Source: an optimization exercise on an open RTL-to-GDS flow (aim: small area, a short achievable clock period and few clock cycles). Production flows keep margins and buffers that such runs may drop.
At most, simulation tests tie the RTL to the original design; equivalence was not proved.
Power and IR drop assume default switching activity.

== the baseline ==
// css_descramble
module css_descramble (
    input  wire        clk,
    input  wire        rst,          
    input  wire        in_valid,
    output wire        in_ready,
    input  wire [31:0] in_data,
    input  wire [39:0] in_key,       
    input  wire [7:0]  in_cmi,
    output wire        out_valid,
    input  wire        out_ready,
    output wire [31:0] out_data
);
    reg  [31:0] obuf;
    reg         ov;
    reg  [8:0]  wcnt;           
    reg         gate;           
    reg  [31:0] o1w;            
    reg  [31:0] ks;             
    reg         carry;
    reg  [7:0]  o0c;            
    reg  [2:0]  o0f;            
    function [7:0] rev8(input [7:0] b);
        integer k;
        begin
            for (k = 0; k < 8; k = k + 1) rev8[k] = b[7-k];
        end
    endfunction
    function [7:0] t2(input [7:0] i);
        t2 = i ^ (i >> 3) ^ (i >> 6);
    endfunction
    function [7:0] t3(input [2:0] i);
        t3 = (i[0] ? 8'h24 : 8'h00) ^ (i[1] ? 8'h49 : 8'h00) ^ (i[2] ? 8'h92 : 8'h00);
    endfunction
    function [31:0] lfsr1_word(input [31:0] w);
        reg [8:0] lo;
        reg [7:0] hi, o;
        integer k;
        begin
            hi = {w[8], w[23:17]};
            lo = {w[16], w[31:24]};
            for (k = 0; k < 4; k = k + 1) begin
  ...
Size: roughly 880 cells after synthesis, about 120 I/O pins.
clock: 6.0 ns
lec_check: 0
cap_margin: 20
core_margin: 2
core_utilization: 40
place_density: 0.6
slew_margin: 20
run.sh (not shown) runs the stock make flow with config.mk's settings and CLKGATE_MAP_FILE= SYNTH_SCRIPT=/design/flow/synth_recipe.tcl, a recipe that flattens the netlist after the stock synthesis.
The baseline reached the end of the flow, and the finished layout is clean on the timing, design-rule and antenna checks.
### the baseline -> the candidate
# the baseline
export LEC_CHECK = 0
export CAP_MARGIN = 20
export CORE_MARGIN = 2
export CORE_UTILIZATION = 40
export PLACE_DENSITY = 0.6
export SLEW_MARGIN = 20
create_clock -name core_clock -period 6.0 [get_ports {clk}]
# the candidate
export LEC_CHECK = 0
export ABC_CLOCK_PERIOD_IN_PS = 2500
export CAP_MARGIN = 20
export CORE_MARGIN = 2
export CORE_UTILIZATION = 40
export PLACE_DENSITY = 0.6
export SETUP_SLACK_MARGIN = 3.5
export SLEW_MARGIN = 20
create_clock -name core_clock -period 6.0 [get_ports {clk}]
Notes after the runs:
Diff the baseline..the candidate | number of sinks driven by the clock tree | unchanged
Between the baseline and the candidate, sequential share of layout area is lower for the candidate, the baseline comes in above that.
Sum of internal, switching and leakage power in the candidate is 5.3% above the baseline.
Compared with the baseline, the candidate shows a higher post-layout utilization of the core.
As far as number of synthesized flops with an enable pin goes, the baseline and the candidate are indistinguishable; the numbers are identical.
No run of this note included a check of the RTL's function; only the layout flow was run.

========
## rev 12
css_descramble, a different RTL version from the one above (not shown whole).
Size: ~110 flip-flops, ~8000 µm² of cells after synthesis.
clock: 6.0 ns
lec_check: 0
cap_margin: 20
core_margin: 2
core_utilization: 75
cts_buf_list: sky130_fd_sc_hd__clkbuf_4 sky130_fd_sc_hd__clkbuf_8
place_density: 0.88
setup_slack_margin: 3.4
slew_margin: 20
standard.sh (not shown) runs the stock make flow with config.mk's settings and CLKGATE_MAP_FILE= SYNTH_SCRIPT=/design/flow/synth_recipe.tcl, a recipe that flattens the netlist after the stock synthesis.
==> flow/flow/run.sh <==
#!/bin/bash
# Layout flow: the standard ORFS flow (standard.sh), with extra ORFS settings passed
# to make:
#  - the port buffers that buffer_ports puts on every input and output are
#    sky130_fd_sc_hd__buf_1 instead of the cell it picks by default (clkdlybuf4s50_1);
#  - if flow/abc.script exists, Yosys's ABC technology mapping uses it in place of ORFS's
#    abc_speed.script: ORFS's scripts folder is copied here (scripts_local/) with only that
#    file replaced. Synthesis is otherwise ORFS's and the standard flow's own (synth_recipe.tcl);
#    ABC maps only combinational logic, so the registers are the standard synthesis's;
#  - any further make settings listed one per line in flow/extra.txt.
# make's full output goes to flow_make.log here; each ORFS step keeps its own log under
# orfs/logs/.
set -euo pipefail
EXTRA=(
  "BUFFER_PORTS_ARGS=-buffer_cell sky130_fd_sc_hd__buf_1"
)
if [[ -f flow/abc.script ]]; then
  rm -rf scripts_local
  cp -r "$FLOW_HOME/scripts" scripts_local
  cp flow/abc.script scripts_local/abc_speed.script
  EXTRA+=("SCRIPTS_DIR=$PWD/scripts_local")
fi
if [[ -f flow/extra.txt ]]; then
  while IFS= read -r line; do
    [[ -n "$line" ]] && EXTRA+=("$line")
  done < flow/extra.txt
fi
bash standard.sh "${EXTRA[@]}" finish > flow_make.log 2>&1
Rev 12 reached the final stage; the timing, design-rule and antenna checks on its layout passed.
Testbench counts of rev 12, summed over its fixed seeds: cycles 32,776.
For rev 13, these inputs were changed with respect to rev 12:
# rev 12
export LEC_CHECK = 0
export CAP_MARGIN = 20
export CORE_MARGIN = 2
export CORE_UTILIZATION = 75
export CTS_BUF_LIST = sky130_fd_sc_hd__clkbuf_4 sky130_fd_sc_hd__clkbuf_8
export PLACE_DENSITY = 0.88
export SETUP_SLACK_MARGIN = 3.4
export SLEW_MARGIN = 20
create_clock -name core_clock -period 6.0 [get_ports {clk}]
# rev 13
export LEC_CHECK = 0
export CAP_MARGIN = 20
export CORE_MARGIN = 2
export CORE_UTILIZATION = 70
export CTS_BUF_LIST = sky130_fd_sc_hd__clkbuf_4 sky130_fd_sc_hd__clkbuf_8
export PLACE_DENSITY = 0.85
export SETUP_SLACK_MARGIN = 3.4
export SLEW_MARGIN = 20
create_clock -name core_clock -period 6.0 [get_ports {clk}]
### Flow results
- Summary — clock group power, rev 13 relative to rev 12: lower, by 6.8%.
- Switching power summed over all nets, rev 13 vs rev 12: down by a few percent
- Comparing rev 12 and rev 13, the lower total track usage was measured on rev 13.
- As of rev 13, die area had risen by a few percent compared to rev 12.
- Clock-buffer cell count ended up 2 higher on rev 13 than on rev 12.
- The minimum setup slack in the final design of rev 13 is higher than that of rev 12.

========
css_descramble, a different RTL version from the one above (not shown whole).
For scale: roughly 740 cells after synthesis, about 110 flip-flops, roughly 120 I/O pins, ~0.0078 mm² of cells after synthesis.
==> flow/design.v (excerpt) <==
module css_descramble (
    input  wire        clk,
    input  wire        rst,          
    input  wire        in_valid,
    output wire        in_ready,
    input  wire [31:0] in_data,
    input  wire [39:0] in_key,       
    input  wire [7:0]  in_cmi,
    output wire        out_valid,
    input  wire        out_ready,
    output wire [31:0] out_data
);
clock: 6.0 ns
lec_check: 0
cap_margin: 20
core_margin: 2
core_utilization: 70
cts_buf_list: sky130_fd_sc_hd__clkbuf_4 sky130_fd_sc_hd__clkbuf_8
place_density: 0.85
setup_slack_margin: 3.4
slew_margin: 20
==> flow/flow/run.sh <==
#!/bin/bash
# Layout flow: the standard ORFS flow (standard.sh: the standard flow's own synthesis and every
# later step unchanged), with one extra ORFS setting passed to make: the buffers that
# buffer_ports puts on every input and output port are sky130_fd_sc_hd__buf_1 instead of
# the cell it picks by default (clkdlybuf4s50_1, a slow delay cell more than twice the
# area). Every port still gets its own buffer, and the resizer may still resize them.
# make's full output goes to flow_make.log here; each ORFS step keeps its own log under
# orfs/logs/.
set -euo pipefail
bash standard.sh "BUFFER_PORTS_ARGS=-buffer_cell sky130_fd_sc_hd__buf_1" finish > flow_make.log 2>&1
Testbench counts at the start, summed over its fixed seeds: cycles 32,776.
Change:
==> flow/flow/run.sh (replaced) <==
#!/bin/bash
# Layout flow: the standard ORFS flow (standard.sh), with extra ORFS settings passed
# to make:
#  - the port buffers that buffer_ports puts on every input and output are
#    sky130_fd_sc_hd__buf_1 instead of the cell it picks by default (clkdlybuf4s50_1);
#  - if flow/abc.script exists, Yosys's ABC technology mapping uses it in place of ORFS's
#    abc_speed.script: ORFS's scripts folder is copied here (scripts_local/) with only that
#    file replaced. Synthesis is otherwise ORFS's and the standard flow's own (synth_recipe.tcl);
#    ABC maps only combinational logic, so the registers are the standard synthesis's;
#  - any further make settings listed one per line in flow/extra.txt.
# make's full output goes to flow_make.log here; each ORFS step keeps its own log under
# orfs/logs/.
set -euo pipefail
EXTRA=(
  "BUFFER_PORTS_ARGS=-buffer_cell sky130_fd_sc_hd__buf_1"
)
if [[ -f flow/abc.script ]]; then
  rm -rf scripts_local
  cp -r "$FLOW_HOME/scripts" scripts_local
  cp flow/abc.script scripts_local/abc_speed.script
  EXTRA+=("SCRIPTS_DIR=$PWD/scripts_local")
fi
if [[ -f flow/extra.txt ]]; then
  while IFS= read -r line; do
    [[ -n "$line" ]] && EXTRA+=("$line")
  done < flow/extra.txt
fi
bash standard.sh "${EXTRA[@]}" finish > flow_make.log 2>&1
- PLACE_DENSITY: 0.85 -> 0.9
The new run completed with no timing, DRC or antenna violations.
Cell area rises by 0.52%.
Routed wire length rises by 2.8%.
Worst setup slack barely changes.
Die area stays the same.
Register-to-register slack improves by 20 ps.
Fmax hardly moves.
Clock power rises by 9.3%.
Clock-buffer cell count stays the same.
Worst hold slack improves by 7.5 ps.
Change:
- PLACE_DENSITY: 0.9 -> 0.85
- SETUP_SLACK_MARGIN: 3.4 -> 3.45
The changed run ran to the end with no violations.
Area after synthesis is unchanged.
Via count went down by about 0.9%.
Clock skew hardly moves.
Routed wire length drops by 2.8%.
Change:
- SETUP_SLACK_MARGIN: 3.45 -> 3.4
=> Synthesized cell count stays the same. Worst setup slack barely changes. Cell area falls slightly. Wire length is about the same. Area after synthesis is unchanged.

========
v13:
Another version of the RTL of css_descramble (not shown whole).
Size in the first run: ~890 cells after synthesis, about 120 I/O pins, roughly 7900 µm² of cells after synthesis.
clock: 6.0 ns
lec_check: 0
abc_clock_period_in_ps: 2400
cap_margin: 20
core_margin: 2
core_utilization: 40
place_density: 0.6
setup_slack_margin: 3.6
slew_margin: 20
run.sh (not shown) runs the stock make flow with config.mk's settings and CLKGATE_MAP_FILE= SYNTH_SCRIPT=/design/flow/synth_recipe.tcl, a recipe that flattens the netlist after the stock synthesis.
Stock flow here: none of the scripts above is used.
The flow did not stop early for v13: all stages ran, and the layout cleared the timing, design-rule and antenna checks.
Testbench counts of v13, summed over its fixed seeds: cycles 32,776.
Modified inputs, v50 compared to v13
- a change of ABC_CLOCK_PERIOD_IN_PS from 2400 to 3000
- a change of SETUP_SLACK_MARGIN from 3.6 to 3.0
### Flow results
v13 reports its capture point of the critical path as obuf[13]$_DFFE_PP_ while v50 reports obuf[30]$_DFFE_PP_. Non-clock buffer share of cell area (higher): v50. When the final numbers for v13 and v50 were put side by side, the power of the combinational group turned out to be smaller in v50. Going from v13 to v50, setup slack after placement moved down, multi-input gate count essentially unchanged, total number of placement rows neither gained nor lost much, register-to-register setup slack went up by 0.09 ns, detailed-routed wire length on met3 climbed 78 µm. Relative to v13, growth of design area from synthesis to finish has gone down in v50.
For v45, these inputs were changed with respect to v50:
- a deleted SETUP_SLACK_MARGIN that had been 3.0
- a deleted ABC_CLOCK_PERIOD_IN_PS that had been 3000
Results
- v45 was carried through to the last stage, and its layout satisfied the timing, design-rule and antenna checks.
- v50: flow completed, timing, DRC and antenna clean
- Of the two candidates, v50 has the worse remaining max-slew budget at the tightest pin and v45 the better one.
- v45 — final worst hold slack 0.018 ns higher, v50 as reference
- Diff v50 -> v45: synthesized cell count about even, share of power burned in combinational logic fell 0.6 points, largest stage delay on the critical path rose 0.05 ns, count of clock-buffer cells in the layout rose 1, total power per unit cell area rose 8.6%.
- [compare] base=v50 new=v45: clock power share has increased, post-route clock period utilization up 11 points, arrival time at the worst endpoint moved up, wire length after detailed routing dropped about 4%.

========
## the reference run
Another version of the RTL of css_descramble (not shown whole).
Size: about 790 cells after synthesis, about 110 flip-flops.
==> flow/design.v (excerpt) <==
module css_descramble (
    input  wire        clk,
    input  wire        rst,          
    input  wire        in_valid,
    output wire        in_ready,
    input  wire [31:0] in_data,
    input  wire [39:0] in_key,       
    input  wire [7:0]  in_cmi,
    output wire        out_valid,
    input  wire        out_ready,
    output wire [31:0] out_data
);
    reg  [31:0] obuf;
    reg         ov;
    reg  [8:0]  wcnt;           
    reg         gate;           
    reg  [8:0]  l1lo;           
    reg  [7:0]  l1hi;
    reg  [35:0] ssum;           
    reg         carry;
    reg  [7:0]  o0c;            
    reg  [2:0]  o0f;            
    function [7:0] rev8(input [7:0] b);
        integer k;
        begin
            for (k = 0; k < 8; k = k + 1) rev8[k] = b[7-k];
        end
    endfunction
    function [7:0] t2(input [7:0] i);
        t2 = i ^ (i >> 3) ^ (i >> 6);
    endfunction
    function [7:0] t3(input [2:0] i);
        t3 = (i[0] ? 8'h24 : 8'h00) ^ (i[1] ? 8'h49 : 8'h00) ^ (i[2] ? 8'h92 : 8'h00);
    endfunction
    function [31:0] lfsr1_word(input [7:0] hi0, input [8:0] lo0);
        reg [8:0] lo;
        reg [7:0] hi, o;
        integer k;
        begin
            hi = hi0;
            lo = lo0;
            for (k = 0; k < 4; k = k + 1) begin
                o  = t2(hi) ^ t3(lo[2:0]);
                hi = lo[8:1];
                lo = {lo[0], o};
                lfsr1_word[8*k +: 8] = o;
            end
        end
    endfunction
    function [10:0] o0_of(input [23:0] x);
        reg [24:0] l;
        reg [7:0]  k;
  ...
clock: 6.0 ns
lec_check: 0
abc_clock_period_in_ps: 2500
cap_margin: 20
core_margin: 2
core_utilization: 40
place_density: 0.6
setup_slack_margin: 3.5
slew_margin: 20
The final layout from the reference run, which completed every stage, passed the timing, design-rule and antenna checks at the end of the flow.
Setup changes, the reference run to the trial run
Settings: ABC_CLOCK_PERIOD_IN_PS removed (was 2500); SETUP_SLACK_MARGIN removed (was 3.5).
The trial run has completed all stages; timing, DRC and antenna checks passed.
Total power: the reference run and the trial run compared, higher one is the reference run
Maximum net fanout on the critical path: the trial run lower than the reference run
Routed wire length: the trial run < the reference run
No functional check of the RTL was part of any run of this note.

========
== trial 38 ==
The RTL this note starts from:
==> flow/design.v <==
module css_t1 (
    input  wire [7:0] a,
    output wire [7:0] t1
);
    wire a01 = a[0] & a[1];
    wire u   = a01 ^ a[3];
    wire v   = (a[4] & a[5]) ^ a[6];
    wire w   = a01 ^ a[2];
    wire z   = (a[4] | a[5]) ^ a[7];
    assign t1[0] = ~u;
    assign t1[1] = ~v;
    assign t1[2] = a[5] ^ (u | v);
    assign t1[3] = a[1] ^ (u | v);
    assign t1[4] = ~w;
    assign t1[5] = ~z;
    assign t1[6] = a[0] ^ (w | z);
    assign t1[7] = a[4] ^ (w & z);
endmodule
module css_descramble (
    input  wire        clk,
    input  wire        rst,          
    input  wire        in_valid,
    output wire        in_ready,
    input  wire [31:0] in_data,
    input  wire [39:0] in_key,       
    input  wire [7:0]  in_cmi,
    output wire        out_valid,
    input  wire        out_ready,
    output wire [31:0] out_data
);
    reg  [31:0] obuf;
    reg         ov;
    reg  [8:0]  wcnt;           
    reg         gate;           
    reg  [31:0] o1w;            
    reg  [31:0] ssum;           
    reg  [3:0]  cg, cp;         
    reg         carry;
    reg  [7:0]  o0c;            
    reg  [2:0]  o0f;            
    function [7:0] rev8(input [7:0] b);
        integer k;
        begin
            for (k = 0; k < 8; k = k + 1) rev8[k] = b[7-k];
        end
    endfunction
    function [7:0] t2(input [7:0] i);
        t2 = i ^ (i >> 3) ^ (i >> 6);
    endfunction
    function [7:0] t3(input [2:0] i);
        t3 = (i[0] ? 8'h24 : 8'h00) ^ (i[1] ? 8'h49 : 8'h00) ^ (i[2] ? 8'h92 : 8'h00);
    endfunction
    function [8:0] add8(input [7:0] a, input [7:0] b);
        integer k;
        reg c;
        begin
            c = 1'b0;
            for (k = 0; k < 8; k = k + 1) begin
                add8[k] = a[k] ^ b[k] ^ c;
                c = (a[k] & b[k]) | ((a[k] ^ b[k]) & c);
            end
            add8[8] = c;
        end
    endfunction
    function [31:0] lfsr1_word(input [31:0] w);
        reg [8:0] lo;
        reg [7:0] hi, o;
        integer k;
        begin
            hi = {w[8], w[23:17]};
            lo = {w[16], w[31:24]};
            for (k = 0; k < 4; k = k + 1) begin
                o  = t2(hi) ^ t3(lo[2:0]);
                hi = lo[8:1];
                lo = {lo[0], o};
                lfsr1_word[8*k +: 8] = o;
            end
        end
    endfunction
    function [10:0] o0_of(input [23:0] x);
        reg [24:0] l;
        reg [7:0]  k;
        begin
            l = {x[23:3], 1'b1, x[2:0]};
            k = l[24:17] ^ l[21:14] ^ l[20:13] ^ {l[12:8], 3'd0};
            o0_of = {k ^ {5'd0, k[7:5]}, k[2:0] ^ l[7:5]};
        end
    endfunction
    wire take = in_valid && in_ready;
    wire [7:0] b0 = in_data[7:0], b1 = in_data[15:8];
    wire [31:0] o1n = o1w;
    wire [7:0]  a0  = rev8({o0c[7:3], o0f});
    wire [7:0]  a1  = rev8(o0c);
    wire [8:0]  sn0 = add8(a0, ~rev8(o1n[7:0]));
    wire [8:0]  sn1 = add8(a1, ~rev8(o1n[15:8]));
    wire [8:0]  sn2 = add8(a1, ~rev8(o1n[23:16]));
    wire [8:0]  sn3 = add8(a1, ~rev8(o1n[31:24]));
    wire        pn0 = &sn0[7:0];
    wire        pn1 = &sn1[7:0];
    wire        pn2 = &sn2[7:0];
    wire        pn3 = &sn3[7:0];
    wire [3:0]  cgn, cpn;
    assign cgn[0] = sn0[8];
    assign cpn[0] = pn0;
    assign cgn[1] = sn1[8] | (pn1 & sn0[8]);
    assign cpn[1] = pn1 & pn0;
    assign cgn[2] = sn2[8] | (pn2 & sn1[8]) | (pn2 & pn1 & sn0[8]);
    assign cpn[2] = pn2 & pn1 & pn0;
    assign cgn[3] = sn3[8] | (pn3 & sn2[8]) | (pn3 & pn2 & sn1[8]) | (pn3 & pn2 & pn1 & sn0[8]);
    assign cpn[3] = pn3 & pn2 & pn1 & pn0;
    wire [3:0] bc;              
    wire [31:0] ks;
    assign bc = {cg[2:0] | (cp[2:0] & {3{carry}}), carry};
    genvar j;
    generate
        for (j = 0; j < 4; j = j + 1) begin : g_ks
            wire [7:0] sj = ssum[8*j +: 8];
            assign ks[8*j +: 8] = sj ^ ({sj[6:0] & {sj[5:0], 1'b1} & {sj[4:0], 2'b11} & {sj[3:0], 3'b111}
                                         & {sj[2:0], 4'hF} & {sj[1:0], 5'h1F} & {sj[0], 6'h3F}, 1'b1}
                                        & {8{bc[j]}});
        end
    endgenerate
    wire carry_next = cg[3] | (cp[3] & carry);
    wire [31:0] t1w;
    css_t1 u_t10 (.a(in_data[7:0]),   .t1(t1w[7:0]));
    css_t1 u_t11 (.a(in_data[15:8]),  .t1(t1w[15:8]));
    css_t1 u_t12 (.a(in_data[23:16]), .t1(t1w[23:16]));
    css_t1 u_t13 (.a(in_data[31:24]), .t1(t1w[31:24]));
    wire scr = gate && wcnt[8:5] != 4'd0;      
    always @(posedge clk) begin
        if (rst) begin
            ov   <= 1'b0;
            wcnt <= 9'd0;
        end else begin
            if (take) begin
                ov   <= 1'b1;
                wcnt <= wcnt + 9'd1;
            end else if (out_ready) begin
                ov   <= 1'b0;
            end
        end
        if (take) begin
            obuf <= scr ? (t1w ^ ks) : in_data;
            if (wcnt == 9'd5)
                gate <= b0[5:4] != 2'b00;
            if (wcnt == 9'd21) begin
                gate  <= gate && in_cmi[7] && in_key != 40'd0;
                o1w   <= {in_key[7:0] ^ b0, in_key[14:8] ^ b1[6:0], 1'b1, 7'd0, in_key[15] ^ b1[7], in_data[23:16]};
                o0c   <= in_data[31:24];
                carry <= 1'b0;
            end
            if (wcnt == 9'd22)
                {o0c, o0f} <= o0_of(in_key[39:16] ^ {b0, o0c, o1w[7:0]});
            if (wcnt >= 9'd30)
                o1w  <= lfsr1_word(o1w);
            if (wcnt >= 9'd31) begin
                ssum <= {sn3[7:0], sn2[7:0], sn1[7:0], sn0[7:0]};
                cg   <= cgn;
                cp   <= cpn;
            end
            if (wcnt == 9'd31)
                o0f <= o0c[2:0];
            if (wcnt[8:5] != 4'd0)
                carry <= carry_next;
        end
    end
    assign in_ready  = out_ready;
    assign out_valid = ov;
    assign out_data  = obuf;
endmodule
==> flow/config.mk <==
export PLATFORM = sky130hd
export DESIGN_NAME = css_descramble
export DESIGN_NICKNAME = css_descramble
export VERILOG_FILES = /design/flow/design.v
export SDC_FILE = /design/flow/constraint.sdc
export NUM_CORES = 4
export LEC_CHECK = 0
export ABC_CLOCK_PERIOD_IN_PS = 1800
export CAP_MARGIN = 20
export CORE_MARGIN = 2
export CORE_UTILIZATION = 40
export PLACE_DENSITY = 0.6
export SETUP_SLACK_MARGIN = 3.4
export SLEW_MARGIN = 20
==> flow/constraint.sdc <==
create_clock -name core_clock -period 6.0 [get_ports {clk}]
set_input_delay 1.2000 -clock core_clock [delete_from_list [all_inputs] [get_ports {clk}]]
set_output_delay 1.2000 -clock core_clock [all_outputs]
set_load 0.01 [all_outputs]
standard.sh (not shown) runs the stock make flow with config.mk's settings and CLKGATE_MAP_FILE= SYNTH_SCRIPT=/design/flow/synth_recipe.tcl, a recipe that flattens the netlist after the stock synthesis.
==> flow/flow/run.sh <==
#!/bin/bash
# Layout flow: the standard ORFS flow (standard.sh, unchanged synthesis), with two
# extra ORFS settings passed to make:
#  - the port buffers that buffer_ports inserts on every input and output are
#    sky130_fd_sc_hd__buf_1 instead of the cell it picks by default (clkdlybuf4s50_1);
#  - RECOVER_POWER: after global-route timing repair, cells on paths with slack to spare
#    are downsized.
# make's full output goes to flow_make.log here; each ORFS step keeps its own log under
# orfs/logs/.
set -euo pipefail
EXTRA=(
  "BUFFER_PORTS_ARGS=-buffer_cell sky130_fd_sc_hd__buf_1"
)
if [[ -f flow/extra.txt ]]; then
  while IFS= read -r line; do
    [[ -n "$line" ]] && EXTRA+=("$line")
  done < flow/extra.txt
fi
bash standard.sh "${EXTRA[@]}" finish > flow_make.log 2>&1
In summary, trial 38 completed successfully, with a layout that passed the timing, design-rule and antenna checks.
Input changes introduced in build 10 (baseline for comparison: trial 38):
- a change of ABC_CLOCK_PERIOD_IN_PS from 1800 to 2600
- Synthesized cell count: trial 38 vs build 10 identical
- Per the comparison of build 10 with trial 38, clock tree buffer depth was more or less identical, count of inserted tapcells was more or less identical, cell area reported after detailed placement was more or less identical, area growth from synthesis to layout was more or less identical, initial antenna violation count was more or less identical.
- Build 10 and trial 38 ended up with roughly the same wire length.
No run of this note included a check of the RTL's function; only the layout flow was run.

==> separate check: timing with driven ports <==
Ports are ideal in the flow. The routed layouts listed here were re-timed in OpenROAD. Step 1: set_driving_cell puts a clkbuf_16 on clk and a buf_2 on each other input, an assumption about the parent block. Step 2 times the ports against the registers' clock, not the clock port: input delays grow and output delays shrink by t, the midpoint of the rising clock arrivals with the driver on. Slacks: no drivers / after step 1 / after step 2; pairs: no drivers / after step 1.
| run | shift t [ns] | slack for setup (ns) | worst setup path after step 2 | slew at the worst register clock pin (ns) |
|---|---|---|---|---|
| the baseline | 0.465 | 2.142 / 2.142 / 2.142 | register to register | 0.06 / 0.06 |
| the candidate | 0.472 | 2.998 / 2.998 / 2.998 | register to register | 0.06 / 0.06 |
| rev 12 | 0.420 | 3.382 / 3.360 / 2.984 | input to register | 0.11 / 0.11 |
| rev 13 | 0.424 | 3.396 / 3.363 / 3.034 | input to register | 0.12 / 0.12 |
| the first run of note 3 | 0.424 | 3.393 / 3.362 / 3.043 | input to register | 0.11 / 0.11 |
| the second run of note 3 | 0.419 | 3.393 / 3.358 / 3.071 | input to register | 0.11 / 0.11 |
| the third run of note 3 | 0.431 | 3.395 / 3.360 / 3.098 | input to register | 0.11 / 0.11 |
| the fourth run of note 3 | 0.424 | 3.393 / 3.362 / 3.043 | input to register | 0.11 / 0.11 |
| v13 | 0.399 | 2.708 / 2.708 / 2.503 | input to register | 0.08 / 0.08 |
| v50 | 0.400 | 2.799 / 2.799 / 2.505 | input to register | 0.07 / 0.07 |
| v45 | 0.398 | 2.154 / 2.154 / 2.154 | register to register | 0.08 / 0.08 |
| the reference run | 0.404 | 3.111 / 3.111 / 2.993 | input to register | 0.08 / 0.08 |
| the trial run | 0.398 | 2.477 / 2.447 / 2.447 | input to output | 0.07 / 0.07 |
| trial 38 | 0.473 | 1.697 / 1.697 / 1.697 | register to register | 0.06 / 0.06 |
| build 10 | 0.473 | 1.697 / 1.697 / 1.697 | register to register | 0.06 / 0.06 |
After both steps every run listed still meets setup and hold. The setup slack of rev 12, which loses most, moves by -0.022 ns with the drivers and by -0.398 ns with both steps.
